Background: an optimization exercise with open tools, aiming at small area. Do not read the settings as production practice. In this exercise RTL edits were held to simulation tests only and were not proved equivalent to the original. Power is estimated from default activity; no workload was simulated.

[design/flow/design.v]
module drc_rx_engine #(
    parameter P_RXMAX = 32                     
) (
    input  wire        clk,
    input  wire        rst,                    
    input  wire        rx_valid,               
    input  wire [7:0]  rx_data,
    output reg         frm_done,               
    output reg  [1:0]  frm_status,             
    output wire [7:0]  cap_flags,
    output wire [7:0]  cap_tid,
    output wire [7:0]  cap_sid,
    output wire [7:0]  cap_did,
    output wire [7:0]  cap_cid,
    output wire [7:0]  cap_seq,
    output wire [7:0]  cap_err,
    output reg  [4:0]  cap_plen,
    input  wire [4:0]  pl_addr,
    output wire [7:0]  pl_data,
    output reg  [31:0] cnt_ok,
    output reg  [31:0] cnt_cksum,
    output reg  [31:0] cnt_short,
    output reg  [31:0] cnt_ovf,
    output reg  [31:0] cnt_skip
);
    localparam [7:0] SOP   = 8'h8D;
    localparam [7:0] EOP   = 8'hD8;
    localparam [7:0] ESC   = 8'hAB;
    localparam [7:0] XMASK = 8'h88;
    localparam NSLOT = P_RXMAX - 1;            
    localparam [1:0] S_HUNT = 2'd0;
    localparam [1:0] S_BODY = 2'd1;
    localparam [1:0] S_ESC  = 2'd2;
    localparam [1:0] ST_OK    = 2'd0;
    localparam [1:0] ST_CKSUM = 2'd1;
    localparam [1:0] ST_SHORT = 2'd2;
    localparam [1:0] ST_OVF   = 2'd3;
    reg [1:0] state;
    reg [5:0] len;                             
    reg [7:0] sum;                             
    reg [7:0] rx_buf [0:NSLOT-1];
    reg [7:0] cap_buf [0:NSLOT-1];
    wire       in_hunt   = (state == S_HUNT);
    wire       in_body   = (state == S_BODY);
    wire       in_esc    = (state == S_ESC);
    wire       got_sop   = rx_valid && in_hunt && (rx_data == SOP);
    wire       got_skip  = rx_valid && in_hunt && (rx_data != SOP);
    wire       got_eop   = rx_valid && in_body && (rx_data == EOP);
    wire       got_esc   = rx_valid && in_body && (rx_data == ESC);
    wire       do_append = rx_valid && (in_esc || (in_body && rx_data != EOP && rx_data != ESC));
    wire [7:0] app_val   = in_esc ? (rx_data ^ XMASK) : rx_data;
    wire       overflow  = do_append && (len == P_RXMAX);
    wire       append    = do_append && !overflow;
    wire [7:0] f     = rx_buf[0];
    wire [4:0] k     = len[4:0];
    wire [1:0] n45   = {1'b0, f[4]} + {1'b0, f[5]};
    wire [1:0] nopt  = n45 + {1'b0, f[0]};
    wire [3:0] hlen  = 4'd4 + {2'b00, nopt};
    reg  [4:0] waddr;
    reg        wen;
    always @* begin
        wen   = 1'b1;
        waddr = k - {3'b000, nopt};                         
        if (k == 5'd0)
            waddr = 5'd0;                                   
        else if (f[4] && k == 5'd1)
            waddr = 5'd30;                                  
        else if (f[5] && k == 5'd1 + {4'b0000, f[4]})
            waddr = 5'd30 - {4'b0000, f[4]};                
        else if (k == 5'd1 + {3'b000, n45})
            waddr = 5'd1;                                   
        else if (k == 5'd2 + {3'b000, n45})
            waddr = 5'd2;                                   
        else if (k == 5'd3 + {3'b000, n45})
            waddr = 5'd3;                                   
        else if (f[0] && k == 5'd4 + {3'b000, n45})
            waddr = 5'd30 - {3'b000, n45};                  
        else if (k == 5'd31)
            wen = 1'b0;                                     
    end
    wire       empty   = (len == 6'd0);
    wire       cks_ok  = (sum == 8'hFF);
    wire [5:0] blen    = len - 6'd1;
    wire       short   = (blen < {2'b00, hlen});
    wire [1:0] verdict = empty   ? ST_SHORT :
                         !cks_ok ? ST_CKSUM :
                         short   ? ST_SHORT : ST_OK;
    wire       frame_ok = got_eop && (verdict == ST_OK);
    wire [5:0] h_plen  = blen - {2'b00, hlen};
    always @(posedge clk) begin
        if (rst) begin
            state    <= S_HUNT;
            frm_done <= 1'b0;
        end else begin
            frm_done <= got_eop || overflow;
            if (got_sop || got_esc)
                state <= S_ESC ^ {got_sop, got_sop};        
            if (do_append)
                state <= overflow ? S_HUNT : S_BODY;
            if (got_eop)
                state <= S_HUNT;
        end
    end
    always @(posedge clk)
        frm_status <= overflow ? ST_OVF : verdict;
    always @(posedge clk) begin
        if (got_sop) begin
            len <= 6'd0;
            sum <= 8'd0;
        end else if (append) begin
            len <= len + 6'd1;
            sum <= sum + app_val;
        end
    end
    always @(posedge clk) begin
        if (rst) begin
            cnt_ok    <= 32'd0;
            cnt_cksum <= 32'd0;
            cnt_short <= 32'd0;
            cnt_ovf   <= 32'd0;
            cnt_skip  <= 32'd0;
        end else begin
            cnt_skip  <= cnt_skip  + {31'd0, got_skip};
            cnt_ovf   <= cnt_ovf   + {31'd0, overflow};
            cnt_ok    <= cnt_ok    + {31'd0, got_eop && verdict == ST_OK};
            cnt_cksum <= cnt_cksum + {31'd0, got_eop && verdict == ST_CKSUM};
            cnt_short <= cnt_short + {31'd0, got_eop && verdict == ST_SHORT};
        end
    end
    always @(posedge clk) begin
        if (append && wen)
            rx_buf[waddr] <= app_val;
    end
    integer j;
    always @(posedge clk) begin
        if (rst) begin
            for (j = 0; j < 4; j = j + 1)
                cap_buf[j] <= 8'd0;
            cap_plen <= 5'd0;
        end else if (frame_ok) begin
            for (j = 0; j < NSLOT; j = j + 1)
                cap_buf[j] <= rx_buf[j];
            cap_plen <= h_plen[4:0];
        end
    end
    wire [7:0] cf = cap_buf[0];
    assign cap_flags = cf;
    assign cap_did   = cap_buf[1];
    assign cap_cid   = cap_buf[2];
    assign cap_seq   = cap_buf[3];
    assign cap_tid   = cf[4] ? cap_buf[30] : 8'd0;
    assign cap_sid   = cf[5] ? (cf[4] ? cap_buf[29] : cap_buf[30]) : 8'd0;
    assign cap_err   = !cf[0] ? 8'd0 :
                       (cf[4] & cf[5]) ? cap_buf[28] :
                       (cf[4] | cf[5]) ? cap_buf[29] : cap_buf[30];
    wire [4:0] pidx = pl_addr + 5'd4;
    assign pl_data = (pl_addr < cap_plen) ? cap_buf[pidx] : 8'd0;
endmodule
[design/flow/run.sh]
#!/bin/bash
# synth_recipe.tcl (not shown) runs the flow's synth.tcl, then flattens the netlist and writes it again
# the make line also repeats each setting of config.mk as NAME=value (left out here)
make -C /OpenROAD-flow-scripts/flow DESIGN_CONFIG=/design/flow/config.mk WORK_HOME=/design/flow/orfs CLKGATE_MAP_FILE= SYNTH_SCRIPT=/design/flow/synth_recipe.tcl finish
[design/flow/config.mk]
export PLATFORM = sky130hd
export DESIGN_NAME = drc_rx_engine
export DESIGN_NICKNAME = drc_rx_engine
export VERILOG_FILES = /design/flow/design.v
export SDC_FILE = /design/flow/constraint.sdc
export NUM_CORES = 4
export LEC_CHECK = 0
export CAP_MARGIN = 20
export CORE_MARGIN = 2
export CORE_UTILIZATION = 40
export SLEW_MARGIN = 20
[design/flow/constraint.sdc]
create_clock -name core_clock -period 50.0 [get_ports {clk}]
set_input_delay 10.0000 -clock core_clock [delete_from_list [all_inputs] [get_ports {clk}]]
set_output_delay 10.0000 -clock core_clock [all_outputs]
set_load 0.01 [all_outputs]
==> impl_metrics.py, run 1 <==
metrics = {
    "cts": {
        "clk-insertion-delay-late_ns": 0.64,
        "cts_buffers": 74,
        "clock_sink_count": 680,
        "cts_hold_buffers": 0,
        "cts_max_level": 3,
        "cts_root_buffer": "clkbuf_16",
        "cts_setup_buffers": 0,
        "ctsResizeCount": 0,
        "cts_tree": "built",
        "clk_pin_slew_worst_paths_ns": 0.07,
        "clockBufferDepth": 3,
    },
    "timing": {
        "tightestPinTransition_ns": 1.12,
        "fin_skew_ns": 0.0286,
        "setup_violations": 0,
        "rsz0062_at_grt": "no",
        "timing.hold.ws_ns": 0.400,
        "fin_ws_ns": 26.09,
        "slew_headroom_pct": 24.6,
        "post-route-min-period_ns": 23.91,
        "hold_viol": 0,
        "max_freq_mhz": 41.8,
        "tns_ns": 0,
        "fin_crit_sh_pct": 47.8,
        "finalMaxSlewViolations": 0,
    },
    "floorplanning": {
        "die_h_um": 263,
        "fp.dieW_um": 263,
        "dieArea_um2": 69200,
        "core_um2": 66100,
        "rows": 94,
        "start_util_pct": 40.6,
        "io_pins": 248,
    },
    "placed_design": {
        "io_buffers": 247,
        "place_congestion": 0.921,
        "hpwl_um": 61300,
        "place_ws_ns": 25.94,
        "placed_area_um2": 30300,
    },
    "finish": {
        "n_antenna_cell": 0,
        "fin_nets": 2414,
        "drive_gt1_share_pct": 7.93,
        "area.sequential_um2": 18300,
        "synthToLayoutAreaGrowth_pct": 21.8,
        "final_cell_area_um2": 32700,
        "fill_cells": 5758,
        "multi_input_area_um2": 8190,
    },
    "drt": {
        "vias": 18300,
        "postRouteWirelength_um": 86300,
        "drt-initial-drc-count": 1787,
        "vias_per_cell": 5.57,
        "drtPass1Iterations": 5,
        "ant_nets": 0,
        "drc": 0,
        "routedWlPerCell_um": 26.3,
    },
    "critical_path": {
        "worstSetupStartpointType": "input port",
        "reg2reg_from": "len[0]",
        "regToRegEndpoint": "cnt_ok[27]",
        "r2r.worst_path.cells": 14,
        "path_class": "input port to primary output",
        "endpoint_kind": "primary output",
        "cp_max_fo": 27,
        "required_ns": 40.00,
        "worstPathArrival_ns": 13.91,
        "r2r_setup_slack_ns": 44.83,
    },
    "power_and_ir_drop": {
        "p_switching_mw": 0.252,
        "combPwrFrac_pct": 3.2,
        "pwr-share-seq_pct": 50.9,
        "p_int_mw": 0.924,
        "leakagePower_nw": 10.8,
        "switching_share_pct": 21.5,
        "power_density_nw_per_um2": 35.9,
        "p_clk_share_pct": 45.9,
        "ir_worst_vdd_mv": 0.0243,
    },
    "min_path": {
        "whs_endpoint": "cap_buf[27][5]",
        "hold_start": "rx_buf[27][5]",
        "hold_depth": 0,
        "hp-class": "register to register",
    },
    "yosys": {
        "ys_ff_latch": 680,
        "ys_top_cells_by_area": "edfxtp_1 52%, dfxtp_1 16%, nor2_1 3.4%, xor2_1 3.2%, nand2_1 2.4%",
        "synthArstFlopShare_pct": 0,
        "synth-main-ff-cell": "edfxtp_1",
        "synth_edf_count": 464,
        "seq_area_frac_synth_pct": 68.0,
        "yosysWarnings": 2,
        "postSynthAreaPerCell_um2": 12.8,
        "syn-num-nets": 2142,
        "synth.top_cell.area_share_pct": 51.9,
        "synthesis.area_um2": 26900,
        "yosysTopAreaCell": "edfxtp_1",
        "synthDistinctLibCells": 80,
        "netlist_instances": 2091,
    },
    "global_route": {
        "gr-total-overflow": 0,
        "grt_antenna_before_repair": 3,
        "grt_max_degree": 101,
        "track_usage_pct": 24.5,
        "grt_pass1_vias": 17500,
        "grt_pass1_wl_um": 123000,
    },
    "run": {
        "cap_violations": 0,
    },
    "outcome": {
        "outcome": "no timing/DRC/antenna violations",
    },
}
-- power groups by stage --
stage / Clock, mW / Sequential (mW) / Combinational (mW)
4_1_cts: 0.549 / 0.599 / 0.0378
3_5_place_dp: 0 / 0.611 / 0.0377
2_1_floorplan: 0 / 0.610 / 0.0198
5_1_grt: 0.571 / 0.598 / 0.0407
3_3_place_gp: 0 / 0.611 / 0.0374
6_report: 0.539 / 0.599 / 0.0381
-- cells in the mapped netlist (4+ instances only) --
library cell and n:
edfxtp_1 464, nor2_1 243, dfxtp_1 216, nand2_1 175, xor2_1 99, a21oi_1 90
nand3_1 74, xnor2_1 55, a22oi_1 52, clkbuf_1 44, nand4_1 43, o21ai_0 41
nor2b_1 36, mux2i_1 34, ha_1 32, inv_1 32, or3_1 29, and3_1 28
nor3_1 28, and2_1 23, buf_2 23, mux2_2 21, and4_1 19, a32oi_1 15
nand2b_1 14, nor3b_1 11, a22o_1 10, o211a_1 10, a221oi_1 8, nor4_1 8
a21o_1 6, buf_4 6, nor2_2 6, a211oi_1 5, a31oi_1 5, o22ai_1 5
o31ai_1 5, a222oi_1 4, buf_1 4, o32ai_1 4, or3b_2 4
-- state kept, by name, summed over array words and instances, names as in the netlist --
signal and count:
sum 8, state 2, cnt_ok 32, cnt_short 32, rx_buf 248, cap_plen 5
frm_done 1, cnt_ovf 32, len 6, frm_status 2, cnt_skip 32, cap_buf 248
cnt_cksum 32
-- cell type report --
cell class,instances,area share [%]
clock buffers,93,5.94
clock inverters,41,1.41
inverters,33,0.379
multi-input cells,1300,25.0
flip-flops and latches,680,55.8
well taps,864,3.30
repair buffers,274,8.13
-- worst max-delay path, stage by stage --
cell and delay, ns:
clkdlybuf4s50_1 0.45, buf_4 0.35, nand2b_1 0.56, nor2_1 0.35
a22o_1 0.32, a221oi_1 0.24, nand4_1 0.13, a2111oi_1 0.74
a21oi_1 0.22, clkdlybuf4s50_1 0.53
-- how the worst max path moves through the flow --
| stage | start | endpoint | slack (ns) | depth (start not counted) |
|---|---|---|---|---|
| after floorplan | pl_addr[1] | pl_data[3] | 28.39 | 9 |
| after global placement | pl_addr[0] | pl_data[1] | 26.06 | 10 |
| after detailed placement | pl_addr[1] | pl_data[1] | 25.94 | 9 |
| after CTS | pl_addr[1] | pl_data[1] | 25.94 | 9 |
| after global routing | pl_addr[0] | pl_data[1] | 25.88 | 10 |
| final | pl_addr[0] | pl_data[1] | 26.09 | 10 |
-- layer usage --
layer / up-vias / global-route usage (%) / share of wire (%)
met4: 2 / 8.23 / 3.1
met2: 706 / 37.1 / 44
met5: - / 0 / 0.015
li1: 8233 / - / -
met3: 130 / 5.93 / 8.1
met1: 9223 / 34.4 / 44
-- kinds of logic after synthesis --
family          after synthesis  share of synthesized area, %
compound gates              293                          7.46
xor+xnor                    154                          5.02
fa+ha+maj                    35                          1.71
buf+inv                     111                          1.77
flops                       680                          68.0
mux                          55                          2.15
simple gates                763                          13.9
-- through the flow --
stage | total power [mW] | instances | util, %
final | 1.18 | 3285 | 49.5
after global routing | 1.21 | 3285 | 49.5
after CTS | 1.19 | 3285 | 49.5
after detailed placement | 0.648 | 3151 | 45.8
after global placement | 0.648 | 3150 | 45.8
after floorplan | 0.630 | 2091 | -
-- placed cells by master (no fill, tap or decap), types with 41 or more instances in the layout --
master / instances
nand4_1: 43
a21oi_1: 90
xor2_1: 99
xnor2_1: 53
clkbuf_16: 74
nand2_1: 175
dfxtp_1: 216
clkdlybuf4s50_1: 243
nor2_1: 238
o21ai_0: 41
a22oi_1: 52
nand3_1: 73
edfxtp_1: 464
==> run 2: changes to the inputs <==
--- a/design/flow/design.v
+++ b/design/flow/design.v
@@ -112,20 +112,23 @@
             sum <= sum + app_val;
         end
     end
+    function [31:0] count(input [31:0] q, input inc, input clr);
+        integer b;
+        reg t;
+        begin
+            t = inc;
+            for (b = 0; b < 32; b = b + 1) begin
+                count[b] = (q[b] ^ t) & ~clr;
+                t = t & q[b];
+            end
+        end
+    endfunction
     always @(posedge clk) begin
-        if (rst) begin
-            cnt_ok    <= 32'd0;
-            cnt_cksum <= 32'd0;
-            cnt_short <= 32'd0;
-            cnt_ovf   <= 32'd0;
-            cnt_skip  <= 32'd0;
-        end else begin
-            cnt_skip  <= cnt_skip  + {31'd0, got_skip};
-            cnt_ovf   <= cnt_ovf   + {31'd0, overflow};
-            cnt_ok    <= cnt_ok    + {31'd0, got_eop && verdict == ST_OK};
-            cnt_cksum <= cnt_cksum + {31'd0, got_eop && verdict == ST_CKSUM};
-            cnt_short <= cnt_short + {31'd0, got_eop && verdict == ST_SHORT};
-        end
+        cnt_skip  <= count(cnt_skip,  got_skip,                         rst);
+        cnt_ovf   <= count(cnt_ovf,   overflow,                         rst);
+        cnt_ok    <= count(cnt_ok,    got_eop && verdict == ST_OK,      rst);
+        cnt_cksum <= count(cnt_cksum, got_eop && verdict == ST_CKSUM,   rst);
+        cnt_short <= count(cnt_short, got_eop && verdict == ST_SHORT,   rst);
     end
     always @(posedge clk) begin
         if (append && wen)
@@ -153,6 +156,13 @@
     assign cap_err   = !cf[0] ? 8'd0 :
                        (cf[4] & cf[5]) ? cap_buf[28] :
                        (cf[4] | cf[5]) ? cap_buf[29] : cap_buf[30];
-    wire [4:0] pidx = pl_addr + 5'd4;
-    assign pl_data = (pl_addr < cap_plen) ? cap_buf[pidx] : 8'd0;
+    reg [7:0] pl_sel;
+    integer p;
+    always @* begin
+        pl_sel = 8'd0;
+        for (p = 0; p < NSLOT - 4; p = p + 1)
+            if (pl_addr == p)
+                pl_sel = pl_sel | cap_buf[p + 4];
+    end
+    assign pl_data = (pl_addr < cap_plen) ? pl_sel : 8'd0;
 endmodule
--- a/design/flow/config.mk
+++ b/design/flow/config.mk
@@ -8,4 +8,7 @@
 export CAP_MARGIN = 20
 export CORE_MARGIN = 2
 export CORE_UTILIZATION = 40
+export CTS_BUF_LIST = sky130_fd_sc_hd__clkbuf_8
+export CTS_CLUSTER_DIAMETER = 60
+export CTS_CLUSTER_SIZE = 20
 export SLEW_MARGIN = 20
==> impl_metrics.py, run 2 <==
metrics = {
    "outcome": {
        "outcome": "no timing/DRC/antenna violations",
    },
    "finish": {
        "fin_nets": 2226,
        "drive_gt1_share_pct": 7.60,
        "instances_no_fill": 2922,
        "synthToLayoutAreaGrowth_pct": 17.5,
        "layout_common_cells": "464 x edfxtp_1, 246 x clkdlybuf4s50_1, 215 x dfxtp_1",
        "final_util_pct": 47.5,
        "largest_reg_flops": 248,
        "top_regs": "rx_buf x248, cap_buf x219",
        "final_cell_area_um2": 30600,
        "final_common_cell": "edfxtp_1",
        "top_register": "rx_buf",
    },
    "min_path": {
        "hold_start": "rx_buf[23][0]",
        "hp-class": "register to register",
    },
    "placed_design": {
        "hpwl_um": 49300,
        "place_ws_ns": 26.21,
        "place_congestion": 0.915,
        "placed_cells": 2832,
        "io_buffers": 247,
        "placed_area_um2": 29500,
    },
    "yosys": {
        "syn-num-nets": 1963,
        "synth.top_cell.area_share_pct": 53.5,
        "synth_common_cells": "464 x edfxtp_1, 216 x dfxtp_1, 178 x ha_1, 178 x nor2b_1, 123 x nand2_1",
        "synthArstFlopShare_pct": 0,
        "postSynthAreaPerCell_um2": 14.7,
        "synthesis.area_um2": 26000,
        "synth_edf_count": 464,
        "ys_ff_latch": 680,
        "synthDistinctLibCells": 77,
        "synth-main-ff-cell": "edfxtp_1",
        "synth_most_common_cell": "edfxtp_1",
        "seq_area_frac_synth_pct": 70.2,
        "netlist_instances": 1765,
        "yosysTopAreaCell": "edfxtp_1",
        "yosysWarnings": 2,
        "ys_top_cells_by_area": "edfxtp_1 54%, dfxtp_1 17%, ha_1 8.6%, nor2b_1 4.3%, nand2_1 1.8%",
    },
    "power_and_ir_drop": {
        "ir_worst_vdd_mv": 0.0227,
        "leakagePower_nw": 11.2,
        "finalPower_mw": 1.00,
        "power_density_nw_per_um2": 32.8,
    },
    "floorplanning": {
        "rows": 93,
        "core_um2": 64300,
        "start_util_pct": 40.4,
        "dieArea_um2": 67100,
        "die_h_um": 259,
        "fp.dieW_um": 259,
        "io_pins": 248,
    },
    "critical_path": {
        "worstSetupStartpointType": "input port",
        "endpoint_kind": "primary output",
        "slowest_delay_ns": 1.06,
        "reg2reg_from": "rx_buf[0][4]",
        "required_ns": 40.00,
        "crit_top_cell": "clkdlybuf4s50_1",
        "crit_start": "pl_addr[2]",
        "path_class": "input port to primary output",
        "slowest_stage": "clkdlybuf4s50_1",
        "path_delay_family": "buffers and inverters",
        "path_cells": "clkdlybuf4s50_1, nor2b_1, nand2_1, nor2_1, a221oi_1, and4_1, a31oi_1, clkdlybuf4s50_1",
        "cp_num_buf_inv": 2,
        "cp_max_fo": 19,
        "worstPathArrival_ns": 13.77,
    },
    "cts": {
        "cts_tree": "built",
        "cts_max_level": 2,
        "ctsResizeCount": 0,
        "clk-insertion-delay-late_ns": 0.69,
        "clockBufferDepth": 3,
        "cts_setup_buffers": 0,
        "clk_pin_slew_worst_paths_ns": 0.11,
        "clock_sink_count": 680,
        "cts_buffers": 49,
        "cts_hold_buffers": 0,
        "cts_root_buffer": "clkbuf_8",
    },
    "timing": {
        "hold_viol": 0,
        "fin_ws_ns": 26.23,
        "max_freq_mhz": 42.1,
        "slew_headroom_pct": 26.2,
        "finalMaxSlewViolations": 0,
        "post-route-min-period_ns": 23.77,
        "timing.hold.ws_ns": 0.413,
        "rsz0062_at_grt": "no",
        "fin_skew_ns": 0.0373,
        "setup_violations": 0,
        "fin_crit_sh_pct": 47.5,
        "tightestPinTransition_ns": 1.11,
        "tns_ns": 0,
    },
    "drt": {
        "drc": 0,
        "routedWlPerCell_um": 23.9,
        "drtPass1Iterations": 6,
        "postRouteWirelength_um": 69900,
        "vias_per_cell": 5.15,
        "ant_nets": 0,
        "drt-initial-drc-count": 1161,
        "vias": 15100,
    },
    "global_route": {
        "grt_pass1_vias": 15100,
        "gr-total-overflow": 0,
        "track_usage_pct": 20.7,
        "grt_antenna_before_repair": 2,
        "grt_max_degree": 192,
        "grt_pass1_wl_um": 102000,
    },
    "run": {
        "cap_violations": 0,
    },
}
==> run 2: cell count changes after synthesis, moves of 38 or more <==
cell | previous run | this run
ha_1 | 32 | 178
nand2_1 | 175 | 123
nand3_1 | 74 | 14
nor2_1 | 243 | 90
nor2b_1 | 36 | 178
xnor2_1 | 55 | 17
xor2_1 | 99 | 9
==> run 2: logic make-up after synthesis <==
logic type	Yosys count	synth area share, %
and+or+nand+nor	526	11.0
muxes	46	1.84
DFF	680	70.2
buffers and inverters	87	1.53
adders and majority gates	182	8.87
xor gates and xnor gates	28	1.00
AOI/OAI and AO/OA	216	5.66
==> run 2: report_power, final <==
group	total, mW	internal, mW	switching [mW]	leakage (nW)
combinational	0.0894	0.0338	0.0556	4.70
sequential	0.607	0.600	0.00716	5.91
clock	0.306	0.112	0.194	0.544
total	1.00	0.746	0.257	11.2
==> run 2: layout make-up <==
| class | instances | area [µm²] |
|---|---|---|
| Antenna cell | 2 | 5.00 |
| Clock buffer | 49 | 674 |
| Clock inverter | 39 | 367 |
| Fill cell | 5635 | 33800 |
| Inverter | 23 | 86.3 |
| Multi-Input combinational cell | 998 | 7420 |
| Sequential cell | 680 | 18300 |
| Tap cell | 855 | 1070 |
| Timing Repair Buffer | 276 | 2700 |
==> run 2: path summary, 6_finish.rpt <==
path	to	slack (ns)	cells past startpoint
max	pl_data[2]	26.23	8
min	cap_buf[23][0]	0.41	0
max reg2reg	cnt_ok[31]	40.49	43
min reg2reg	cap_buf[23][0]	0.41	0
==> run 2: layer usage <==
metal	vias up	global-route usage, %	wire, µm
met1	7585	25.9	29000
met2	366	36.8	35700
met5	-	0	0
li1	7013	-	-
met3	86	3.75	3690
met4	0	5.25	1510
==> run 3: changes to the inputs <==
==> design/flow/flow/run.sh (new file) <==
#!/bin/bash
# The standard ORFS layout, with three changes aimed at cell area:
#  - synthesis maps the logic with an area-oriented ABC script (flow/abc_area.script);
#    everything else in synthesis is synth_recipe.tcl unchanged, so the registers are the same
#  - port buffers are sky130_fd_sc_hd__buf_1 instead of the default delay buffer
#  - CTS uses clkbuf_8 with small sink clusters and no dummy loads
set -euo pipefail
here=$(pwd)
cat > "$here/area_synth.tcl" <<EOT
proc abc {args} {
  set i [lsearch \$args -script]
  lset args [expr {\$i + 1}] $here/flow/abc_area.script
  yosys abc {*}\$args
}
source $here/synth_recipe.tcl
EOT
bash standard.sh \
  "SYNTH_SCRIPT=$here/area_synth.tcl" \
  "BUFFER_PORTS_ARGS=-buffer_cell sky130_fd_sc_hd__buf_1" \
  "CTS_ARGS=-sink_clustering_enable -repair_clock_nets -dont_use_dummy_load -buf_list sky130_fd_sc_hd__clkbuf_16 -sink_clustering_size 36 -sink_clustering_max_diameter 80" \
  finish > flow_make.log 2>&1
==> design/flow/flow/abc_area.script (new file) <==
&get -n
&st
&dc2
&dch -f
&nf -R 1000
&st
&dch -f
&nf -R 1000
&put
topo
==> design/flow/standard.sh (new file) <==
#!/bin/bash
# synth_recipe.tcl (not shown) runs the flow's synth.tcl, then flattens the netlist and writes it again
# the make line also repeats each setting of config.mk as NAME=value (left out here)
make -C /OpenROAD-flow-scripts/flow DESIGN_CONFIG=/design/flow/config.mk WORK_HOME=/design/flow/orfs CLKGATE_MAP_FILE= SYNTH_SCRIPT=/design/flow/synth_recipe.tcl "${@:-finish}"
--- a/design/flow/config.mk
+++ b/design/flow/config.mk
@@ -8,7 +8,4 @@
 export CAP_MARGIN = 20
 export CORE_MARGIN = 2
 export CORE_UTILIZATION = 40
-export CTS_BUF_LIST = sky130_fd_sc_hd__clkbuf_8
-export CTS_CLUSTER_DIAMETER = 60
-export CTS_CLUSTER_SIZE = 20
 export SLEW_MARGIN = 20
removed: design/flow/run.sh
==> impl_metrics.py, run 3 <==
metrics = {
    "outcome": {
        "outcome": "no timing/DRC/antenna violations",
    },
    "floorplanning": {
        "io_pins": 248,
        "fp.dieW_um": 253,
        "die_h_um": 253,
        "rows": 91,
        "start_util_pct": 40.3,
        "core_um2": 61600,
        "dieArea_um2": 64100,
    },
    "timing": {
        "post-route-min-period_ns": 22.76,
        "fin_skew_ns": 0.0786,
        "fin_ws_ns": 27.24,
        "hold_viol": 0,
        "tightestPinTransition_ns": 1.18,
        "rsz0062_at_grt": "no",
        "finalMaxSlewViolations": 0,
        "max_freq_mhz": 43.9,
        "fin_crit_sh_pct": 45.5,
        "tns_ns": 0,
        "slew_headroom_pct": 21.1,
        "setup_violations": 0,
        "timing.hold.ws_ns": 0.331,
    },
    "critical_path": {
        "required_ns": 40.00,
        "path_cells": "buf_1, or2_0, nor2_1, a222oi_1, nand4_1, a2111oi_0, a41oi_1, buf_1",
        "slowest_delay_ns": 0.71,
        "crit_start": "pl_addr[2]",
        "path_delay_family": "compound AO/OA/AOI/OAI gates",
        "cp_max_fo": 8,
        "path_class": "input port to primary output",
        "reg2reg_from": "rx_buf[0][0]",
        "endpoint_kind": "primary output",
        "crit_top_cell": "buf_1",
        "worstPathArrival_ns": 12.76,
        "slowest_stage": "a2111oi_0",
        "worstSetupStartpointType": "input port",
        "cp_num_buf_inv": 2,
    },
    "yosys": {
        "ys_ff_latch": 680,
        "synthDistinctLibCells": 39,
        "synthMuxAreaShare_pct": 0.0806,
        "synth.top_cell.area_share_pct": 56.1,
        "synth_common_cells": "464 x edfxtp_1, 216 x dfxtp_1, 178 x ha_1, 178 x nor2_1, 161 x nor2b_1",
        "synth_most_common_cell": "edfxtp_1",
        "synth_compound_area_share_pct": 5.26,
        "seq_area_frac_synth_pct": 73.5,
        "synth_edf_count": 464,
        "syn-num-nets": 1808,
        "ys_top_cells_by_area": "edfxtp_1 56%, dfxtp_1 17%, ha_1 9.0%, nor2b_1 4.1%, nor2_1 2.7%",
        "netlist_instances": 1610,
        "yosysTopAreaCell": "edfxtp_1",
        "yosysWarnings": 2,
        "synth_top_family_by_area": "simple AND/OR/NAND/NOR gates",
        "synthSimpleGateAreaFrac_pct": 10.7,
        "synthesis.area_um2": 24800,
        "synth-main-ff-cell": "edfxtp_1",
        "postSynthAreaPerCell_um2": 15.4,
        "synth_xor_area_share_pct": 0.882,
        "synthArstFlopShare_pct": 0,
        "synthAdderAreaFrac_pct": 9.29,
    },
    "cts": {
        "cts_hold_buffers": 0,
        "cts_tree": "built",
        "cts_buffers": 29,
        "clockBufferDepth": 3,
        "clock_sink_count": 680,
        "cts_root_buffer": "clkbuf_16",
        "clk-insertion-delay-late_ns": 0.64,
        "ctsResizeCount": 0,
        "cts_setup_buffers": 0,
        "clk_pin_slew_worst_paths_ns": 0.12,
        "cts_max_level": 1,
    },
    "finish": {
        "fin_nets": 2105,
        "layout_common_cells": "464 x edfxtp_1, 240 x buf_1, 216 x dfxtp_1",
        "synthToLayoutAreaGrowth_pct": 11.6,
        "largest_reg_flops": 248,
        "final_common_cell": "edfxtp_1",
        "fill_cells": 5481,
        "top_regs": "rx_buf x248, cap_buf x219",
        "drive_gt1_share_pct": 3.15,
        "top_register": "rx_buf",
        "instances_no_fill": 2743,
    },
    "drt": {
        "routedWlPerCell_um": 25.2,
        "vias": 14200,
        "ant_nets": 0,
        "drt-initial-drc-count": 1632,
        "vias_per_cell": 5.19,
        "drtPass1Iterations": 8,
        "postRouteWirelength_um": 69000,
        "drc": 0,
    },
    "placed_design": {
        "placed_cells": 2713,
        "hpwl_um": 49700,
        "io_buffers": 247,
        "place_congestion": 0.906,
        "place_ws_ns": 27.21,
    },
    "global_route": {
        "grt_pass1_wl_um": 98100,
        "gr-total-overflow": 0,
        "grt_pass1_vias": 13500,
        "grt_antenna_before_repair": 4,
        "grt_max_degree": 174,
        "track_usage_pct": 21.4,
    },
    "min_path": {
        "hp-class": "register to register",
        "hold_start": "rx_buf[18][0]",
    },
    "power_and_ir_drop": {
        "power_density_nw_per_um2": 33.2,
        "leakagePower_nw": 10.0,
        "ir_worst_vdd_mv": 0.0351,
    },
    "run": {
        "cap_violations": 0,
    },
}
-- run 3: cell types whose count changed in the layout (fill, tap and decap cells not counted), moves of 31 or more --
cell             change
a222oi_1            +31
clkbuf_8            -49
nand2_1             -72
nor2_1              +89
a21oi_1             -44
buf_1              +240
clkdlybuf4s50_1    -246
-- run 3: layout make-up --
cell class                      count  area (µm²)  share of cell area [%]
Timing Repair Buffer              266        1090                    3.94
Multi-Input combinational cell    909        6520                    23.5
Inverter                           21        78.8                   0.284
Clock buffer                       29         726                    2.62
Antenna cell                        1        2.50                 0.00903
Tap cell                          837        1050                    3.78
Sequential cell                   680       18300                    65.9
-- run 3: routing by layer --
layer	part of all wire, %	wire length, µm	track usage, %
met5	0.051	35	0
met4	1.7	1190	4.43
met2	48	33200	35.8
met1	45	30700	30.1
met3	5.5	3820	2.71
-- run 3: worst paths after layout --
| path | depth (start not counted) | endpoint | slack [ns] |
|---|---|---|---|
| setup / recovery | 8 | pl_data[0] | 27.24 |
| hold reg to reg | 0 | cap_buf[18][0] | 0.33 |
| setup reg to reg | 40 | cnt_short[31] | 41.37 |
| hold / removal | 0 | cap_buf[18][0] | 0.33 |
-- run 3: logic make-up (layout without fill, tap and decap cells) --
kind of cell,count (synthesis),after routing
AOI/OAI and AO/OA,178,178
muxes,2,2
buffers and inverters,21,316
other,0,1
and+or+nand+nor,522,522
adders and majority gates,182,182
DFF,680,680
xor gates and xnor gates,25,25
-- run 3: where the power goes --
group	internal (mW)	switching (mW)
registers	0.599	0.00385
clock network	0.104	0.160
logic	0.0178	0.0372
-- run 3: per-stage QoR --
step           utilization, %  instance area, µm²  total power [mW]
6_report                 45.0               27700             0.921
5_1_grt                  45.0               27700             0.955
4_1_cts                  45.0               27700             0.930
3_5_place_dp             43.8               27000             0.671
3_3_place_gp             43.8               27000             0.669
2_1_floorplan               -               24800             0.649
==> run 4: changes to the inputs <==
--- a/design/flow/flow/run.sh
+++ b/design/flow/flow/run.sh
@@ -17,5 +17,5 @@
 bash standard.sh \
   "SYNTH_SCRIPT=$here/area_synth.tcl" \
   "BUFFER_PORTS_ARGS=-buffer_cell sky130_fd_sc_hd__buf_1" \
-  "CTS_ARGS=-sink_clustering_enable -repair_clock_nets -dont_use_dummy_load -buf_list sky130_fd_sc_hd__clkbuf_16 -sink_clustering_size 36 -sink_clustering_max_diameter 80" \
+  "CTS_ARGS=-sink_clustering_enable -repair_clock_nets -dont_use_dummy_load -buf_list sky130_fd_sc_hd__clkbuf_8 -sink_clustering_size 16 -sink_clustering_max_diameter 50" \
   finish > flow_make.log 2>&1
==> impl_metrics.py, run 4 <==
metrics = {
    "timing": {
        "max_freq_mhz": 44.0,
        "slew_headroom_pct": 13.6,
        "rsz0062_at_grt": "no",
        "tightestPinTransition_ns": 1.30,
        "hold_viol": 0,
        "tns_ns": 0,
        "post-route-min-period_ns": 22.75,
        "fin_skew_ns": 0.107,
        "setup_violations": 0,
        "fin_crit_sh_pct": 45.5,
        "finalMaxSlewViolations": 0,
        "fin_ws_ns": 27.25,
    },
    "placed_design": {
        "place_ws_ns": 27.21,
        "io_buffers": 247,
        "hpwl_um": 49700,
        "place_congestion": 0.906,
    },
    "finish": {
        "drive_gt1_share_pct": 5.24,
        "top_register": "rx_buf",
        "synthToLayoutAreaGrowth_pct": 12.7,
        "layout_common_cells": "464 x edfxtp_1, 240 x buf_1, 216 x dfxtp_1",
        "final_common_cell": "edfxtp_1",
        "fin_nets": 2147,
        "largest_reg_flops": 248,
        "top_regs": "rx_buf x248, cap_buf x219",
    },
    "power_and_ir_drop": {
        "ir_worst_vdd_mv": 0.0142,
        "leakagePower_nw": 10.2,
        "power_density_nw_per_um2": 34.2,
    },
    "drt": {
        "drtPass1Iterations": 9,
        "drt-initial-drc-count": 1595,
        "routedWlPerCell_um": 25.2,
        "ant_nets": 0,
        "vias_per_cell": 5.22,
        "vias": 14500,
        "postRouteWirelength_um": 70200,
        "drc": 0,
    },
    "yosys": {
        "seq_area_frac_synth_pct": 73.5,
        "synth_common_cells": "464 x edfxtp_1, 216 x dfxtp_1, 178 x ha_1, 178 x nor2_1, 161 x nor2b_1",
        "synth_most_common_cell": "edfxtp_1",
        "yosysWarnings": 2,
        "synth.top_cell.area_share_pct": 56.1,
        "ys_top_cells_by_area": "edfxtp_1 56%, dfxtp_1 17%, ha_1 9.0%, nor2b_1 4.1%, nor2_1 2.7%",
        "postSynthAreaPerCell_um2": 15.4,
        "synthesis.area_um2": 24800,
        "synth_edf_count": 464,
        "yosysTopAreaCell": "edfxtp_1",
        "synthArstFlopShare_pct": 0,
        "ys_ff_latch": 680,
        "syn-num-nets": 1808,
        "netlist_instances": 1610,
        "synthDistinctLibCells": 39,
        "synth-main-ff-cell": "edfxtp_1",
    },
    "global_route": {
        "grt_pass1_wl_um": 99400,
        "grt_max_degree": 174,
        "grt_antenna_before_repair": 5,
        "gr-total-overflow": 0,
        "track_usage_pct": 22.0,
        "grt_pass1_vias": 13800,
    },
    "floorplanning": {
        "die_h_um": 253,
        "dieArea_um2": 64100,
        "io_pins": 248,
        "fp.dieW_um": 253,
        "core_um2": 61600,
        "rows": 91,
        "start_util_pct": 40.3,
    },
    "cts": {
        "cts_tree": "built",
        "cts_max_level": 3,
        "clk_pin_slew_worst_paths_ns": 0.10,
        "cts_hold_buffers": 0,
        "cts_buffers": 71,
        "clock_sink_count": 680,
        "cts_root_buffer": "clkbuf_8",
        "ctsResizeCount": 0,
        "clockBufferDepth": 3,
        "clk-insertion-delay-late_ns": 0.68,
        "cts_setup_buffers": 0,
    },
    "outcome": {
        "outcome": "no timing/DRC/antenna violations",
    },
    "critical_path": {
        "worstPathArrival_ns": 12.75,
        "reg2reg_from": "rx_buf[0][4]",
        "r2r.worst_path.cells": 40,
        "cp_max_fo": 8,
        "required_ns": 40.00,
        "r2r_setup_slack_ns": 41.42,
        "regToRegEndpoint": "cnt_short[31]",
        "worstSetupStartpointType": "input port",
        "path_class": "input port to primary output",
        "endpoint_kind": "primary output",
    },
    "min_path": {
        "hp-class": "register to register",
        "whs_endpoint": "cap_buf[18][0]",
        "hold_depth": 0,
        "hold_start": "rx_buf[18][0]",
    },
    "run": {
        "cap_violations": 0,
    },
}
## run 4: worst max-delay path by stage
| stage | startpoint | to | slack, ns | cells after the start |
|---|---|---|---|---|
| 2_1_floorplan | pl_addr[2] | pl_data[0] | 28.53 | 6 |
| 3_3_place_gp | pl_addr[2] | pl_data[0] | 27.16 | 8 |
| 3_5_place_dp | pl_addr[3] | pl_data[0] | 27.21 | 8 |
| 4_1_cts | pl_addr[3] | pl_data[0] | 27.21 | 8 |
| 5_1_grt | pl_addr[2] | pl_data[0] | 27.01 | 8 |
| 6_report | pl_addr[3] | pl_data[0] | 27.25 | 8 |
## run 4: final cells by class
| cell class | count | area (µm²) |
|---|---|---|
| fill | 5461 | 33600 |
| antenna | 2 | 5.00 |
| multi-input combinational | 909 | 6520 |
| inverter | 21 | 78.8 |
| clock buffer | 71 | 977 |
| timing repair buffer | 266 | 1090 |
| tap | 837 | 1050 |
| sequential | 680 | 18300 |
## run 4: cells by family (layout without fill, tap and decap cells)
| group | count (synthesis) | after routing | synth area share [%] |
|---|---|---|---|
| DFF | 680 | 680 | 73.5 |
| and+or+nand+nor | 522 | 522 | 10.7 |
| adders and majority gates | 182 | 182 | 9.29 |
| AOI/OAI and AO/OA | 178 | 178 | 5.26 |
| xor gates and xnor gates | 25 | 25 | 0.882 |
| buffers and inverters | 21 | 358 | 0.317 |
| muxes | 2 | 2 | 0.0806 |
| other | 0 | 2 | 0 |
## run 4: through the flow
stage          power [mW]  cell area [µm²]  hold WS (ns)  utilization, %  cells
6_report            0.958            28000         0.357            45.4   2786
5_1_grt             0.994            28000         0.357            45.4   2785
2_1_floorplan       0.649            24800         0.400               -   1610
4_1_cts             0.968            28000         0.345            45.4   2784
3_5_place_dp        0.671            27000         0.405            43.8   2713
3_3_place_gp        0.669            27000         0.400            43.8   2713
## run 4: routing by layer
layer / vias up / part of all wire (%) / track usage [%]
met5: - / 0.053 / 0
met1: 7261 / 43 / 29.8
met3: 107 / 6.5 / 4.16
met4: 6 / 2.3 / 6.71
met2: 489 / 48 / 35.8
li1: 6670 / - / -
## run 4: power breakdown
group	switching [mW]	internal, mW
Combinational	0.0372	0.0178
Clock	0.173	0.126
Sequential	0.00384	0.599
## run 4: critical path: stages
cell and delay (ns):
buf_1 0.20, or2_0 0.46, nor2_1 0.35, a222oi_1 0.41, nand4_1 0.13, a2111oi_0 0.71
a41oi_1 0.29, buf_1 0.19
==> run 5: changes to the inputs <==
==> design/flow/flow/run.sh (replaced) <==
#!/bin/bash
# The standard ORFS layout, with three changes aimed at cell area:
#  - synthesis maps the logic with an area-oriented ABC script (flow/abc_area.script);
#    and leaves adders to ABC too (no ADDER_MAP_FILE); everything else in synthesis is
#    synth_recipe.tcl unchanged, so the registers are the same
#  - port buffers are sky130_fd_sc_hd__buf_1 instead of the default delay buffer
#  - CTS uses clkbuf_16 with sink clusters of up to 30 and no dummy loads
set -euo pipefail
here=$(pwd)
cat > "$here/area_synth.tcl" <<EOT
proc abc {args} {
  set i [lsearch \$args -script]
  lset args [expr {\$i + 1}] $here/flow/abc_area.script
  yosys abc {*}\$args
}
source $here/synth_recipe.tcl
EOT
bash standard.sh \
  "SYNTH_SCRIPT=$here/area_synth.tcl" \
  "ADDER_MAP_FILE=" \
  "BUFFER_PORTS_ARGS=-buffer_cell sky130_fd_sc_hd__buf_1" \
  "CTS_ARGS=-sink_clustering_enable -repair_clock_nets -dont_use_dummy_load -buf_list sky130_fd_sc_hd__clkbuf_16 -sink_clustering_size 30 -sink_clustering_max_diameter 80" \
  finish > flow_make.log 2>&1
==> impl_metrics.py, run 5 <==
metrics = {
    "cts": {
        "clockBufferDepth": 3,
        "cts_tree": "built",
        "cts_setup_buffers": 0,
        "clk_pin_slew_worst_paths_ns": 0.10,
        "cts_hold_buffers": 0,
        "cts_buffers": 31,
        "clock_sink_count": 680,
        "clk-insertion-delay-late_ns": 0.66,
        "cts_root_buffer": "clkbuf_16",
        "cts_max_level": 1,
        "ctsResizeCount": 0,
    },
    "critical_path": {
        "slowest_stage": "nor2_1",
        "endpoint_kind": "primary output",
        "regToRegEndpoint": "cnt_ok[31]",
        "worstPathArrival_ns": 12.65,
        "r2r_setup_slack_ns": 42.02,
        "path_cells": "buf_1, or3_1, nor2_1, a222oi_1, nand4_1, a2111oi_0, a41oi_1, buf_1",
        "cp_num_buf_inv": 2,
        "r2r.worst_path.cells": 32,
        "required_ns": 40.00,
        "slowest_delay_ns": 0.88,
        "crit_start": "pl_addr[1]",
        "path_delay_family": "simple AND/OR/NAND/NOR gates",
        "reg2reg_from": "rx_buf[0][4]",
        "cp_max_fo": 9,
        "path_class": "input port to primary output",
        "worstSetupStartpointType": "input port",
        "crit_top_cell": "buf_1",
    },
    "yosys": {
        "ys_ff_latch": 680,
        "netlist_instances": 1679,
        "yosysTopAreaCell": "edfxtp_1",
        "synth.top_cell.area_share_pct": 58.4,
        "synthArstFlopShare_pct": 0,
        "yosysWarnings": 2,
        "postSynthAreaPerCell_um2": 14.2,
        "seq_area_frac_synth_pct": 76.6,
        "ys_top_cells_by_area": "edfxtp_1 58%, dfxtp_1 18%, a21oi_1 3.3%, nor2_1 2.6%, nor3_1 2.4%",
        "synth_common_cells": "464 x edfxtp_1, 216 x dfxtp_1, 166 x nor2_1",
        "synth-main-ff-cell": "edfxtp_1",
        "synthDistinctLibCells": 42,
        "synth_most_common_cell": "edfxtp_1",
        "synth_edf_count": 464,
        "synthesis.area_um2": 23800,
        "syn-num-nets": 1695,
    },
    "drt": {
        "vias_per_cell": 5.43,
        "vias": 15000,
        "ant_nets": 0,
        "drt-initial-drc-count": 1272,
        "drc": 0,
        "routedWlPerCell_um": 24.3,
        "postRouteWirelength_um": 66900,
        "drtPass1Iterations": 7,
    },
    "placed_design": {
        "place_congestion": 0.890,
        "io_buffers": 247,
        "hpwl_um": 47300,
    },
    "power_and_ir_drop": {
        "ir_worst_vdd_mv": 0.0257,
        "leakagePower_nw": 8.69,
        "switching_share_pct": 21.4,
        "power_density_nw_per_um2": 34.6,
        "p_switching_mw": 0.198,
        "pwr-share-seq_pct": 65.4,
        "p_int_mw": 0.726,
        "combPwrFrac_pct": 5.1,
        "p_clk_share_pct": 29.5,
    },
    "global_route": {
        "grt_use_met3_pct": 4.09,
        "grt_use_met1_pct": 27.8,
        "grt_max_degree": 88,
        "use_met2_pct": 36.5,
        "grt_pass1_vias": 14300,
        "grt-busiest-layer": "met2",
        "grt_antenna_before_repair": 3,
        "gr-total-overflow": 0,
        "grt_pass1_wl_um": 95400,
        "track_usage_pct": 21.3,
    },
    "timing": {
        "post-route-min-period_ns": 22.65,
        "rsz0062_at_grt": "no",
        "slew_headroom_pct": 22.2,
        "timing.hold.ws_ns": 0.350,
        "hold_viol": 0,
        "tightestPinTransition_ns": 1.16,
        "max_freq_mhz": 44.1,
        "tns_ns": 0,
        "fin_skew_ns": 0.105,
        "fin_crit_sh_pct": 45.3,
        "setup_violations": 0,
        "finalMaxSlewViolations": 0,
    },
    "outcome": {
        "outcome": "no timing/DRC/antenna violations",
    },
    "min_path": {
        "whs_endpoint": "cap_buf[13][5]",
        "hp-class": "register to register",
        "hold_start": "rx_buf[13][5]",
        "hold_depth": 0,
    },
    "finish": {
        "largest_reg_flops": 248,
        "drive_gt1_share_pct": 3.19,
        "final_common_cell": "edfxtp_1",
        "synthToLayoutAreaGrowth_pct": 12.0,
        "top_register": "rx_buf",
        "fin_nets": 1995,
        "layout_common_cells": "464 x edfxtp_1, 240 x buf_1, 216 x dfxtp_1",
        "top_regs": "rx_buf x248, cap_buf x219",
    },
    "floorplanning": {
        "core_um2": 59000,
        "start_util_pct": 40.4,
        "io_pins": 248,
        "dieArea_um2": 61600,
        "fp.dieW_um": 248,
        "die_h_um": 248,
        "rows": 89,
    },
    "run": {
        "cap_violations": 0,
    },
}
## run 5: routing by layer
metal  wire, µm  vias to the layer above
met3       3940                       79
met4       1810                        2
met5         13                        -
met2      33100                      410
met1      28100                     7447
li1           -                     7013
## run 5: cell families (layout without fill, tap and decap cells)
family / Yosys count / after routing / synth area share [%]
flops: 680 / 680 / 76.6
fa+ha+maj: 8 / 8 / 0.336
simple gates: 584 / 584 / 11.8
buf+inv: 15 / 313 / 0.236
xor+xnor: 31 / 31 / 1.14
compound gates: 360 / 360 / 9.87
other cells: 0 / 3 / 0
mux: 1 / 1 / 0.0420
## run 5: power by group through the flow
stage | clock [mW] | combinational [mW] | sequential [mW]
2_1_floorplan | 0 | 0.0289 | 0.616
3_3_place_gp | 0 | 0.0466 | 0.617
3_5_place_dp | 0 | 0.0475 | 0.617
4_1_cts | 0.278 | 0.0478 | 0.604
5_1_grt | 0.295 | 0.0525 | 0.605
6_report | 0.272 | 0.0474 | 0.604
## run 5: worst reg2reg max path: cells and delay by family (launching register included)
kind | cells | cell delay [ns]
AND/OR/NAND/NOR | 26 | 5.55
buffers and inverters | 2 | 0.51
flip-flops | 1 | 0.55
AO/OA/AOI/OAI | 2 | 0.52
XOR/XNOR | 2 | 0.71
## run 5: cell type report
cell class,instances,area (µm²)
clock buffers,31,776
fillers,5358,32300
inverters,15,56.3
multi-input cells,984,5560
well taps,773,967
repair buffers,267,1090
flip-flops and latches,680,18300
diodes,3,7.51
## run 5: how the worst max path moves through the flow
stage / to / depth (start not counted)
2_1_floorplan: pl_data[1] / 8
3_3_place_gp: pl_data[7] / 8
3_5_place_dp: pl_data[7] / 8
4_1_cts: pl_data[7] / 8
5_1_grt: pl_data[7] / 8
6_report: pl_data[7] / 8
## run 5: metrics by stage
step           instances  setup slack (ns)  total power [mW]  cell area [µm²]  utilization (%)
2_1_floorplan       1679             28.51             0.645            23800                -
3_5_place_dp        2719             27.46             0.664            25900             43.9
3_3_place_gp        2719             27.50             0.663            25900             43.9
6_report            2753             27.35             0.924            26700             45.3
5_1_grt             2750             27.28             0.953            26700             45.3
4_1_cts             2750             27.45             0.929            26700             45.2
==> run 6: changes to the inputs <==
--- a/design/flow/flow/run.sh
+++ b/design/flow/flow/run.sh
@@ -1,6 +1,6 @@
 #!/bin/bash
 # The standard ORFS layout, with three changes aimed at cell area:
-#  - synthesis maps the logic with an area-oriented ABC script (flow/abc_area.script);
+#  - synthesis maps the logic with an area-oriented ABC script (flow/abc_area.script)
 #    and leaves adders to ABC too (no ADDER_MAP_FILE); everything else in synthesis is
 #    synth_recipe.tcl unchanged, so the registers are the same
 #  - port buffers are sky130_fd_sc_hd__buf_1 instead of the default delay buffer
==> impl_metrics.py, run 6 <==
metrics = {
    "finish": {
        "synthToLayoutAreaGrowth_pct": 12.0,
        "drive_gt1_share_pct": 3.19,
        "largest_reg_flops": 248,
        "fill_cells": 5358,
        "layout_common_cells": "464 x edfxtp_1, 240 x buf_1, 216 x dfxtp_1",
        "top_regs": "rx_buf x248, cap_buf x219",
        "final_common_cell": "edfxtp_1",
        "top_register": "rx_buf",
        "fin_nets": 1995,
    },
    "floorplanning": {
        "io_pins": 248,
        "start_util_pct": 40.4,
        "core_um2": 59000,
        "dieArea_um2": 61600,
        "die_h_um": 248,
        "fp.dieW_um": 248,
        "rows": 89,
    },
    "timing": {
        "rsz0062_at_grt": "no",
        "fin_skew_ns": 0.105,
        "timing.hold.ws_ns": 0.350,
        "tightestPinTransition_ns": 1.16,
        "slew_headroom_pct": 22.2,
        "max_freq_mhz": 44.1,
        "fin_crit_sh_pct": 45.3,
        "setup_violations": 0,
        "post-route-min-period_ns": 22.65,
        "hold_viol": 0,
        "tns_ns": 0,
        "finalMaxSlewViolations": 0,
    },
    "cts": {
        "clockBufferDepth": 3,
        "cts_buffers": 31,
        "clk-insertion-delay-late_ns": 0.66,
        "cts_tree": "built",
        "cts_root_buffer": "clkbuf_16",
        "clk_pin_slew_worst_paths_ns": 0.10,
        "cts_setup_buffers": 0,
        "clock_sink_count": 680,
        "cts_max_level": 1,
        "cts_hold_buffers": 0,
        "ctsResizeCount": 0,
    },
    "global_route": {
        "grt_pass1_vias": 14300,
        "grt_pass1_wl_um": 95400,
        "gr-total-overflow": 0,
        "grt_max_degree": 88,
        "grt_antenna_before_repair": 3,
        "track_usage_pct": 21.3,
    },
    "yosys": {
        "synth_common_cells": "464 x edfxtp_1, 216 x dfxtp_1, 166 x nor2_1",
        "netlist_instances": 1679,
        "yosysWarnings": 2,
        "ys_top_cells_by_area": "edfxtp_1 58%, dfxtp_1 18%, a21oi_1 3.3%, nor2_1 2.6%, nor3_1 2.4%",
        "synthDistinctLibCells": 42,
        "syn-num-nets": 1695,
        "synthArstFlopShare_pct": 0,
        "ys_ff_latch": 680,
        "synth_edf_count": 464,
        "synth.top_cell.area_share_pct": 58.4,
        "yosysTopAreaCell": "edfxtp_1",
        "postSynthAreaPerCell_um2": 14.2,
        "synthesis.area_um2": 23800,
        "seq_area_frac_synth_pct": 76.6,
        "synth_most_common_cell": "edfxtp_1",
        "synth-main-ff-cell": "edfxtp_1",
    },
    "drt": {
        "vias_per_cell": 5.43,
        "routedWlPerCell_um": 24.3,
        "drt-initial-drc-count": 1272,
        "ant_nets": 0,
        "drc": 0,
        "postRouteWirelength_um": 66900,
        "drtPass1Iterations": 7,
        "vias": 15000,
    },
    "critical_path": {
        "cp_max_fo": 9,
        "required_ns": 40.00,
        "worstPathArrival_ns": 12.65,
        "path_delay_family": "simple AND/OR/NAND/NOR gates",
        "slowest_delay_ns": 0.88,
        "slowest_stage": "nor2_1",
        "cp_num_buf_inv": 2,
        "endpoint_kind": "primary output",
        "path_cells": "buf_1, or3_1, nor2_1, a222oi_1, nand4_1, a2111oi_0, a41oi_1, buf_1",
        "crit_top_cell": "buf_1",
        "worstSetupStartpointType": "input port",
        "r2r_setup_slack_ns": 42.02,
        "path_class": "input port to primary output",
    },
    "power_and_ir_drop": {
        "ir_worst_vdd_mv": 0.0257,
        "power_density_nw_per_um2": 34.6,
        "leakagePower_nw": 8.69,
    },
    "placed_design": {
        "io_buffers": 247,
        "hpwl_um": 47300,
        "place_congestion": 0.890,
    },
    "outcome": {
        "outcome": "no timing/DRC/antenna violations",
    },
    "run": {
        "cap_violations": 0,
    },
    "min_path": {
        "hp-class": "register to register",
    },
}
## run 6: cell counts in the layout (fill, tap and decap cells not counted)
No cell type changed its count.
## run 6: final timing paths
check | start | to | cells after the start
max | pl_addr[1] | pl_data[7] | 8
min | rx_buf[13][5] | cap_buf[13][5] | 0
max reg2reg | rx_buf[0][4] | cnt_ok[31] | 32
min reg2reg | rx_buf[13][5] | cap_buf[13][5] | 0
## run 6: layer usage
metal  up-vias  share of wire, %  GRT usage, %
met3        79               5.9          4.09
li1       7013                 -             -
met1      7447                42          27.8
met5         -             0.019             0
met4         2               2.7          5.67
met2       410                49          36.5
## run 6: logic make-up after synthesis
group | after synthesis | share of synthesized area (%)
compound gates | 360 | 9.87
xor+xnor | 31 | 1.14
fa+ha+maj | 8 | 0.336
buf+inv | 15 | 0.236
flops | 680 | 76.6
mux | 1 | 0.0420
simple gates | 584 | 11.8
## run 6: through the flow
stage	worst slack (ns)	std cells	cell area, µm²	power, mW	utilization (%)
3_5_place_dp	27.46	2719	25900	0.664	43.9
4_1_cts	27.45	2750	26700	0.929	45.2
3_3_place_gp	27.50	2719	25900	0.663	43.9
2_1_floorplan	28.51	1679	23800	0.645	-
6_report	27.35	2753	26700	0.924	45.3
5_1_grt	27.28	2750	26700	0.953	45.3
## run 6: area by class of cell
type / instances / area [µm²] / area share, %
timing repair buffer: 267 / 1090 / 4.09
tap: 773 / 967 / 3.62
antenna: 3 / 7.51 / 0.0281
multi-input combinational: 984 / 5560 / 20.8
clock buffer: 31 / 776 / 2.90
inverter: 15 / 56.3 / 0.211
sequential: 680 / 18300 / 68.3
## run 6: where the power goes
group / internal, mW / total, mW / switching (mW)
clock: 0.110 / 0.272 / 0.162
sequential: 0.600 / 0.604 / 0.00452
combinational: 0.0159 / 0.0474 / 0.0314
total: 0.726 / 0.924 / 0.198
==> run 7: changes to the inputs <==
--- a/design/flow/config.mk
+++ b/design/flow/config.mk
@@ -7,5 +7,6 @@
 export LEC_CHECK = 0
 export CAP_MARGIN = 20
 export CORE_MARGIN = 2
-export CORE_UTILIZATION = 40
+export CORE_UTILIZATION = 65
+export PLACE_DENSITY = 0.75
 export SLEW_MARGIN = 20
==> impl_metrics.py, run 7 <==
metrics = {
    "outcome": {
        "outcome": "no timing/DRC/antenna violations",
    },
    "finish": {
        "final_common_cell": "edfxtp_1",
        "largest_reg_flops": 248,
        "n_antenna_cell": 0,
        "drive_gt1_share_pct": 2.99,
        "layout_common_cells": "464 x edfxtp_1, 240 x buf_1, 216 x dfxtp_1",
        "fin_nets": 1990,
        "top_regs": "rx_buf x248, cap_buf x219",
        "synthToLayoutAreaGrowth_pct": 10.2,
        "top_register": "rx_buf",
    },
    "timing": {
        "timing.hold.ws_ns": 0.393,
        "rsz0062_at_grt": "no",
        "tns_ns": 0,
        "fin_crit_sh_pct": 45.1,
        "post-route-min-period_ns": 22.53,
        "max_freq_mhz": 44.4,
        "setup_violations": 0,
        "finalMaxSlewViolations": 0,
        "slew_headroom_pct": 21.6,
        "hold_viol": 0,
        "tightestPinTransition_ns": 1.17,
        "fin_skew_ns": 0.0625,
    },
    "critical_path": {
        "required_ns": 40.00,
        "crit_top_cell": "buf_1",
        "worstSetupStartpointType": "input port",
        "endpoint_kind": "primary output",
        "cp_num_buf_inv": 2,
        "crit_start": "pl_addr[1]",
        "path_depth": 8,
        "crit_end": "pl_data[7]",
        "r2r_setup_slack_ns": 41.84,
        "path_cells": "buf_1, or3_1, nor2_1, a222oi_1, nand4_1, a2111oi_0, a41oi_1, buf_1",
        "worstPathArrival_ns": 12.53,
        "reg2reg_from": "rx_buf[0][4]",
        "slowest_delay_ns": 0.75,
        "slowest_stage": "nor2_1",
        "r2r.worst_path.cells": 32,
        "path_class": "input port to primary output",
        "regToRegEndpoint": "cnt_ok[31]",
        "cp_max_fo": 9,
        "path_delay_family": "simple AND/OR/NAND/NOR gates",
    },
    "global_route": {
        "track_usage_pct": 31.9,
        "grt_max_degree": 154,
        "grt_pass1_wl_um": 89500,
        "grt_antenna_before_repair": 2,
        "grt_pass1_vias": 14400,
        "gr-total-overflow": 0,
    },
    "placed_design": {
        "io_buffers": 247,
        "place_congestion": 0.906,
        "hpwl_um": 41700,
    },
    "yosys": {
        "synthesis.area_um2": 23800,
        "ys_top_cells_by_area": "edfxtp_1 58%, dfxtp_1 18%, a21oi_1 3.3%, nor2_1 2.6%, nor3_1 2.4%",
        "yosysWarnings": 2,
        "syn-num-nets": 1695,
        "synthMuxAreaShare_pct": 0.0420,
        "ys_ff_latch": 680,
        "synthDistinctLibCells": 42,
        "netlist_instances": 1679,
        "synth_xor_area_share_pct": 1.14,
        "synth_top_family_by_area": "simple AND/OR/NAND/NOR gates",
        "synthAdderAreaFrac_pct": 0.336,
        "synthSimpleGateAreaFrac_pct": 11.8,
        "postSynthAreaPerCell_um2": 14.2,
        "synth_common_cells": "464 x edfxtp_1, 216 x dfxtp_1, 166 x nor2_1",
        "synth.top_cell.area_share_pct": 58.4,
        "yosysTopAreaCell": "edfxtp_1",
        "synth_edf_count": 464,
        "synth_most_common_cell": "edfxtp_1",
        "synth_compound_area_share_pct": 9.87,
        "seq_area_frac_synth_pct": 76.6,
        "synthArstFlopShare_pct": 0,
        "synth-main-ff-cell": "edfxtp_1",
    },
    "min_path": {
        "hp-class": "register to register",
    },
    "cts": {
        "cts_max_level": 1,
        "ctsResizeCount": 0,
        "cts_buffers": 29,
        "clk_pin_slew_worst_paths_ns": 0.11,
        "clockBufferDepth": 3,
        "cts_setup_buffers": 0,
        "cts_root_buffer": "clkbuf_16",
        "cts_hold_buffers": 0,
        "clk-insertion-delay-late_ns": 0.61,
        "clock_sink_count": 680,
        "cts_tree": "built",
    },
    "drt": {
        "postRouteWirelength_um": 61000,
        "drtPass1Iterations": 6,
        "drt-initial-drc-count": 1720,
        "vias_per_cell": 6.28,
        "drt-met1-wl_um": 24200,
        "ant_nets": 0,
        "wl_met2_um": 29300,
        "vias": 15300,
        "wl_met3_um": 5650,
        "top_layer": "met4",
        "drc": 0,
        "routedWlPerCell_um": 25.0,
    },
    "floorplanning": {
        "die_h_um": 196,
        "start_util_pct": 65.6,
        "io_pins": 248,
        "fp.dieW_um": 196,
        "rows": 70,
        "dieArea_um2": 38200,
        "core_um2": 36300,
    },
    "power_and_ir_drop": {
        "ir_worst_vdd_mv": 0.0247,
        "power_density_nw_per_um2": 34.6,
        "leakagePower_nw": 8.65,
    },
    "run": {
        "cap_violations": 0,
    },
}
run 7: cell count changes in the layout (fill, tap and decap cells not counted), sizes merged:
cell / previous run / this run
diode: 3 / 0
clkbuf: 38 / 36
buf: 260 / 257
run 7: worst min path at each step:
| stage | start | endpoint | slack (ns) | depth (start not counted) |
|---|---|---|---|---|
| after floorplan | rx_buf[10][0] | cap_buf[10][0] | 0.40 | 0 |
| after global placement | rx_buf[13][1] | cap_buf[13][1] | 0.40 | 0 |
| after detailed placement | rx_buf[11][0] | cap_buf[11][0] | 0.40 | 0 |
| after CTS | rx_buf[22][4] | cap_buf[22][4] | 0.38 | 0 |
| after global routing | rx_buf[22][4] | cap_buf[22][4] | 0.39 | 0 |
| final | rx_buf[7][6] | cap_buf[7][6] | 0.39 | 0 |
run 7: layout make-up:
| cell class | instances | area, µm² |
|---|---|---|
| multi-input combinational | 984 | 5560 |
| fill | 2352 | 10100 |
| tap | 468 | 586 |
| clock buffer | 29 | 726 |
| inverter | 15 | 56.3 |
| sequential | 680 | 18300 |
| timing repair buffer | 264 | 1080 |
run 7: power by group:
| part | internal [mW] | leakage, nW | total [mW] | switching (mW) |
|---|---|---|---|---|
| clock | 0.104 | 0.357 | 0.258 | 0.154 |
| sequential | 0.600 | 5.91 | 0.604 | 0.00465 |
| combinational | 0.0159 | 2.38 | 0.0468 | 0.0309 |
run 7: layer usage:
layer	global-route usage (%)	vias up
li1	-	6978
met1	44.1	7440
met2	52.9	804
met4	9.25	0
met5	0	-
met3	5.22	95
run 7: stage by stage:
step | total power, mW | setup slack [ns] | cell area, µm² | std cells | util (%)
final | 0.909 | 27.47 | 26300 | 2440 | 72.3
after global routing | 0.932 | 27.31 | 26300 | 2440 | 72.3
after detailed placement | 0.663 | 27.54 | 25500 | 2411 | 70.2
after global placement | 0.661 | 27.53 | 25500 | 2411 | 70.2
after floorplan | 0.645 | 28.51 | 23800 | 1679 | -
after CTS | 0.910 | 27.54 | 26300 | 2440 | 72.2
run 7: logic make-up (layout without fill, tap and decap cells):
group / after synthesis / count (layout)
compound gates: 360 / 360
xor+xnor: 31 / 31
fa+ha+maj: 8 / 8
buf+inv: 15 / 308
flops: 680 / 680
mux: 1 / 1
simple gates: 584 / 584

-- port drivers added, routing unchanged --
In the flow no input, the clock included, has a driving cell. The finished layouts below were timed again as built, in two steps. Step 1, drivers: a clkbuf_16 drives clk and a buf_2 each remaining input, both assumed. Step 2 also shifts input and output timing later by t, the mid clock arrival at the registers, as if the neighbouring blocks saw the same clock. a / b / c = ideal ports / drivers / drivers and shift; a / b = the first two.
run	shift t [ns]	setup slack, ns	pins driven straight from the clock port
run 1	0.688	26.091 / 26.061 / 26.061	1
run 2	0.732	26.226 / 26.200 / 26.200	1
run 3	0.642	27.242 / 27.140 / 27.140	1
run 4	0.694	27.252 / 27.159 / 27.159	1
run 5	0.671	27.348 / 27.321 / 27.321	1
run 6	0.671	27.348 / 27.321 / 27.321	1
run 7	0.635	27.471 / 27.428 / 27.428	1
After both steps every run listed still meets setup and hold. For run 3, which loses most, drivers alone change the setup slack by -0.102 ns; drivers and shift together by -0.102 ns.
